This design comes from an exercise in tuning for small area and few clock cycles on the open sky130 flow, not from production work.
Function was checked by simulation only, so behaviour that the tests miss may differ from the original.
Power figures rest on the tool's default switching activity, not on a simulated workload.

## before
==> flow/design.v <==
module pqc_out (
    input  wire        clk,
    input  wire        rst,
    input  wire        enq_valid,
    input  wire [15:0] enq_func,
    input  wire [15:0] enq_dev,
    input  wire [2:0]  enq_n,         
    input  wire [63:0] enq_data,      
    output wire        enq_full,
    input  wire        cmd_valid,
    input  wire        cmd_kind,
    input  wire [35:0] cmd_data,
    output wire        cmd_ready,
    output wire        wr_valid,
    output wire        wr_word,
    output wire [15:0] wr_data,
    input  wire        wr_ready,
    output wire [35:0] status,
    output wire        irq,
    output wire        irq_live
);
    localparam NS = 31;                 
    localparam SW = 97;                 
    reg [SW-1:0] st [0:NS-1];
    reg [NS-1:0] v;                     
    wire deq;
    wire q_full = &v;
    assign enq_full = q_full;
    wire enq_ok = enq_valid && !q_full;
    wire q_empty = !v[0];               
    wire [NS-1:0] free;
    assign free[0] = !v[0] || deq;
    genvar g;
    generate
        for (g = 1; g < NS; g = g + 1) begin : g_free
            assign free[g] = !v[g] || free[g-1];
        end
    endgenerate
    wire [NS-1:0] take;
    generate
        for (g = 0; g < NS - 1; g = g + 1) begin : g_take
            assign take[g] = v[g+1] && free[g];
        end
    endgenerate
    assign take[NS-1] = enq_ok;
    always @(posedge clk) begin
        if (rst)
            v <= {NS{1'b0}};
        else
            v <= take | (v & ~free);
    end
    wire        enq_n4   = enq_n[2];
    wire [63:0] enq_word = {enq_data[63:50],
                            enq_n4 ? enq_data[49:48] : enq_n[1:0],
                            enq_data[47:0]};
    integer i;
    always @(posedge clk) begin
        for (i = 0; i < NS - 1; i = i + 1)
            if (take[i])
                st[i] <= st[i+1];
        if (take[NS-1])
            st[NS-1] <= {enq_func, enq_dev, enq_n4, enq_word};
    end
    wire [SW-1:0] h = st[0];
    wire [63:0] h_data = h[63:0];
    wire [2:0]  h_n    = h[64] ? 3'd4 : {1'b0, h[49:48]};
    wire [15:0] h_dev  = h[80:65];
    wire [15:0] h_func = h[96:81];
    wire [4:0]  h_cnt  = {h_n, 1'b0} + 5'd8;
    reg        d10, db10, sind, reld, pie;
    reg [2:0]  pia;
    reg        irq_r;
    reg        ann;         
    reg        annw;        
    reg        snd;         
    reg        hdr;         
    reg [4:0]  p;           
    reg [3:0]  b;           
    wire dw_pend   = cmd_valid && cmd_kind;
    wire can_start = !q_empty && !snd && !annw;
    wire ann_cond  = !q_empty && !ann && !db10 && !sind && !snd && !dw_pend;
    wire ann_act   = annw || ann_cond;
    assign cmd_ready = !cmd_kind || can_start;
    wire take_cw = cmd_valid && !cmd_kind;
    wire take_dw = dw_pend && can_start;
    reg [7:0] cur_byte;
    always @(*) begin
        case (p[3:0])
            4'd1:  cur_byte = hdr ? 8'd10 : {3'd0, h_cnt};
            4'd2:  cur_byte = {h_func[15] | hdr, h_func[14:8]};
            4'd3:  cur_byte = h_func[7:0];
            4'd4:  cur_byte = h_dev[15:8];
            4'd5:  cur_byte = h_dev[7:0];
            4'd8:  cur_byte = hdr ? 8'd0 : h_data[15:8];
            4'd9:  cur_byte = hdr ? {4'd0, h_n, 1'b0} : h_data[7:0];
            4'd10: cur_byte = h_data[31:24];
            4'd11: cur_byte = h_data[23:16];
            4'd12: cur_byte = h_data[47:40];
            4'd13: cur_byte = h_data[39:32];
            4'd14: cur_byte = h_data[63:56];
            4'd15: cur_byte = h_data[55:48];
            default: cur_byte = 8'd0;
        endcase
    end
    assign wr_valid = snd || ann_act;
    assign wr_word  = !snd;
    assign wr_data  = snd ? {8'h00, cur_byte} : {11'd0, h_cnt};
    assign status = {13'd0, sind, 1'b0, 1'b0, 1'b0, reld, 4'd0,
                     1'b0, 3'd0, db10, 1'b0, 1'b0, 1'b0, d10, 1'b0, pie, pia};
    assign irq      = irq_r;
    assign irq_live = irq_r && pie && (pia != 3'd0);
    wire [11:0] budget = cmd_data[11:0];
    wire        bud0   = (budget == 12'd0);
    wire [4:0]  p_inc  = p + 5'd1;
    wire        p_end  = (p == h_cnt);                     
    wire        last   = hdr  ? (p[3:0] == 4'd9) :
                         sind ? (p_inc == h_cnt || b == 4'd1) :
                                (p_inc == h_cnt);
    wire        byte_t = snd && wr_ready;
    wire        fin    = byte_t && last;
    assign deq = (fin && !hdr && (!sind || p_inc == h_cnt)) ||
               (take_dw && sind && p_end);
    always @(posedge clk) begin
        if (rst) begin
            d10      <= 1'b0;
            db10     <= 1'b0;
            sind     <= 1'b0;
            reld     <= 1'b0;
            pie      <= 1'b0;
            pia      <= 3'd0;
            irq_r    <= 1'b0;
            ann      <= 1'b0;
            annw     <= 1'b0;
            snd      <= 1'b0;
            hdr      <= 1'b0;
            p        <= 5'd0;
            b        <= 4'd0;
        end else begin
            if (take_cw) begin
                if (cmd_data[4]) begin
                    pie <= cmd_data[3];
                    pia <= cmd_data[2:0];
                end
                if (cmd_data[5])  d10  <= 1'b0;
                if (cmd_data[9])  db10 <= 1'b0;
                if (cmd_data[12]) reld <= 1'b0;
                if (cmd_data[11]) reld <= 1'b1;
                irq_r <= (d10 && !cmd_data[5]) || (db10 && !cmd_data[9]);
            end
            if (ann_act) begin
                if (wr_ready) begin
                    annw  <= 1'b0;
                    ann   <= 1'b1;
                    db10  <= 1'b1;
                    irq_r <= 1'b1;
                end else begin
                    annw  <= 1'b1;
                end
            end
            if (take_dw) begin
                irq_r <= 1'b0;
                if (sind) begin
                    b <= (budget > 12'd8) ? 4'd8 : budget[3:0];
                    if (p_end || bud0) begin
                        d10   <= 1'b1;
                        irq_r <= 1'b1;
                        if (p_end) begin
                            sind <= 1'b0;
                            ann  <= 1'b0;
                            p    <= 5'd0;
                        end
                    end else begin
                        snd <= 1'b1;
                    end
                end else begin
                    snd <= 1'b1;
                    hdr <= ({7'd0, h_cnt} > budget);
                    p   <= 5'd0;
                end
            end
            if (byte_t) begin
                p <= p_inc;
                b <= b - 4'd1;
                if (last) begin
                    snd   <= 1'b0;
                    d10   <= 1'b1;
                    irq_r <= 1'b1;
                    if (hdr) begin
                        hdr  <= 1'b0;
                        sind <= 1'b1;
                        p    <= 5'd8;
                    end else if (!sind || p_inc == h_cnt) begin
                        sind <= 1'b0;
                        ann  <= 1'b0;
                        p    <= 5'd0;
                    end
                end
            end
        end
    end
endmodule
clock: 10.0 ns
lec_check: 0
abc_area: 1
cap_margin: 20
core_margin: 2
core_utilization: 60
cts_buf_list: sky130_fd_sc_hd__clkbuf_16
cts_cluster_diameter: 60
cts_cluster_size: 30
place_density: 0.75
slew_margin: 20
run.sh (not shown) runs the stock make flow with config.mk's settings and CLKGATE_MAP_FILE= SYNTH_SCRIPT=/design/flow/synth_recipe.tcl, a recipe that flattens the netlist after the stock synthesis.
Testbench counts of before, summed over its fixed seeds: cycles 44,371.
Changes in after relative to before:
-- flow/design.v --
<<< before, line 21
);
    localparam NS = 31;                 
    localparam SW = 97;                 
    reg [SW-1:0] st [0:NS-1];
    reg [NS-1:0] v;                     
>>> after, line 21
);
    localparam NS = 31;                 
    localparam SW = 99;                 
    reg [SW-1:0] st [0:NS-1];
    reg [NS-1:0] v;                     
<<< before, line 50
            v <= take | (v & ~free);
    end
    wire        enq_n4   = enq_n[2];
    wire [63:0] enq_word = {enq_data[63:50],
                            enq_n4 ? enq_data[49:48] : enq_n[1:0],
                            enq_data[47:0]};
    integer i;
    always @(posedge clk) begin
>>> after, line 50
            v <= take | (v & ~free);
    end
    integer i;
    always @(posedge clk) begin
<<< before, line 60
                st[i] <= st[i+1];
        if (take[NS-1])
            st[NS-1] <= {enq_func, enq_dev, enq_n4, enq_word};
    end
    wire [SW-1:0] h = st[0];
    wire [63:0] h_data = h[63:0];
    wire [2:0]  h_n    = h[64] ? 3'd4 : {1'b0, h[49:48]};
    wire [15:0] h_dev  = h[80:65];
    wire [15:0] h_func = h[96:81];
    wire [4:0]  h_cnt  = {h_n, 1'b0} + 5'd8;
    reg        d10, db10, sind, reld, pie;
>>> after, line 56
                st[i] <= st[i+1];
        if (take[NS-1])
            st[NS-1] <= {enq_func, enq_dev, enq_n, enq_data};
    end
    wire [SW-1:0] h = st[0];
    wire [63:0] h_data = h[63:0];
    wire [2:0]  h_n    = h[66:64];
    wire [15:0] h_dev  = h[82:67];
    wire [15:0] h_func = h[98:83];
    wire [4:0]  h_cnt  = {h_n, 1'b0} + 5'd8;
    reg        d10, db10, sind, reld, pie;
Results
In terms of count of hold buffers inserted by post-cts repair, before and after differ only marginally.
Lower unique cell type count in the Yosys netlist among before and after: after
Compared with before, in after total number of vias grew by 2.9%, clock power up about 0.6%.
Between before and after, the cell count went up.
Delta (after minus before): global placer's final weighted congestion rose 0.13, utilization saw little to no change, worst reg-to-reg path cell count climbed 2, stage delay of the slowest cell on the critical path now sits lower.
Compared to before, the routing of after uses more wire.
Testbench counts of after, summed over its fixed seeds: cycles 44,371.


RTL: the design.v shown in full above, as it stands there.
export LEC_CHECK = 0
export ABC_AREA = 1
export CAP_MARGIN = 20
export CORE_MARGIN = 2
export CORE_UTILIZATION = 60
export CTS_BUF_LIST = sky130_fd_sc_hd__clkbuf_16
export CTS_CLUSTER_DIAMETER = 60
export CTS_CLUSTER_SIZE = 30
export PLACE_DENSITY = 0.75
export SLEW_MARGIN = 20
create_clock -name core_clock -period 10.0 [get_ports {clk}]
standard.sh (not shown) runs the stock make flow with config.mk's settings and CLKGATE_MAP_FILE= SYNTH_SCRIPT=/design/flow/synth_recipe.tcl, a recipe that flattens the netlist after the stock synthesis.
==> flow/flow/run.sh <==
#!/bin/bash
# Standard ORFS layout, with two changes: the port buffers are the smallest
# buffer cell, and CTS inserts no dummy loads.
set -e
export BUFFER_PORTS_ARGS="-buffer_cell sky130_fd_sc_hd__buf_1"
export CTS_ARGS="-sink_clustering_enable -repair_clock_nets -sink_clustering_size 30 -sink_clustering_max_diameter 60 -buf_list sky130_fd_sc_hd__clkbuf_16 -dont_use_dummy_load"
bash standard.sh > standard_flow.log 2>&1
Testbench counts at the start, summed over its fixed seeds: cycles 44,371.
Edit:
--- a/flow/design.v
+++ b/flow/design.v
@@ -18,11 +18,11 @@
     output wire [35:0] status,
     output wire        irq,
     output wire        irq_live
 );
     localparam NS = 31;                 
-    localparam SW = 97;                 
+    localparam SW = 99;                 
     reg [SW-1:0] st [0:NS-1];
     reg [NS-1:0] v;                     
     wire deq;
     wire q_full = &v;
     assign enq_full = q_full;
@@ -47,27 +47,23 @@
         if (rst)
             v <= {NS{1'b0}};
         else
             v <= take | (v & ~free);
     end
-    wire        enq_n4   = enq_n[2];
-    wire [63:0] enq_word = {enq_data[63:50],
-                            enq_n4 ? enq_data[49:48] : enq_n[1:0],
-                            enq_data[47:0]};
     integer i;
     always @(posedge clk) begin
         for (i = 0; i < NS - 1; i = i + 1)
             if (take[i])
                 st[i] <= st[i+1];
         if (take[NS-1])
-            st[NS-1] <= {enq_func, enq_dev, enq_n4, enq_word};
+            st[NS-1] <= {enq_func, enq_dev, enq_n, enq_data};
     end
     wire [SW-1:0] h = st[0];
     wire [63:0] h_data = h[63:0];
-    wire [2:0]  h_n    = h[64] ? 3'd4 : {1'b0, h[49:48]};
-    wire [15:0] h_dev  = h[80:65];
-    wire [15:0] h_func = h[96:81];
+    wire [2:0]  h_n    = h[66:64];
+    wire [15:0] h_dev  = h[82:67];
+    wire [15:0] h_func = h[98:83];
     wire [4:0]  h_cnt  = {h_n, 1'b0} + 5'd8;
     reg        d10, db10, sind, reld, pie;
     reg [2:0]  pia;
     reg        irq_r;
     reg        ann;         
Die area rises slightly.
Final cell count increases slightly.
Flip-flop and latch count came out higher by 62.
Power grows by a few percent.
Wire length grows by a few percent.
Worst setup slack improved by 180 ps.
Sequential power stays flat.
Design area climbs slightly.
Testbench counts after the change, summed over its fixed seeds: cycles 44,371.

[port drivers added, routing unchanged]
No port has a modelled driver above. Below, the same layouts with a new extraction and two added sets of constraints.
Step 1, drivers: a clkbuf_16 drives clk and a buf_2 each remaining input, both assumed.
Step 2 also shifts input and output timing later by t, the mid clock arrival at the registers, as if the neighbouring blocks saw the same clock.
a / b / c = no drivers / after step 1 / after step 2; a / b = the first two.
run	shift t [ns]	setup WS [ns]	worst hold slack (ns)	cell pins on the clock port's net
before	0.847	3.980 / 3.901 / 4.143	0.410 / 0.410 / 0.410	1
after	0.841	4.016 / 3.944 / 3.790	0.406 / 0.406 / 0.406	1
the first run of note 2	0.813	4.254 / 4.176 / 4.506	0.368 / 0.368 / 0.368	1
the second run of note 2	0.827	4.434 / 4.352 / 4.347	0.366 / 0.366 / 0.366	1
After both steps setup and hold are still met in every run listed. For after, which loses most, drivers alone change the setup slack by -0.072 ns; drivers and shift together by -0.226 ns.
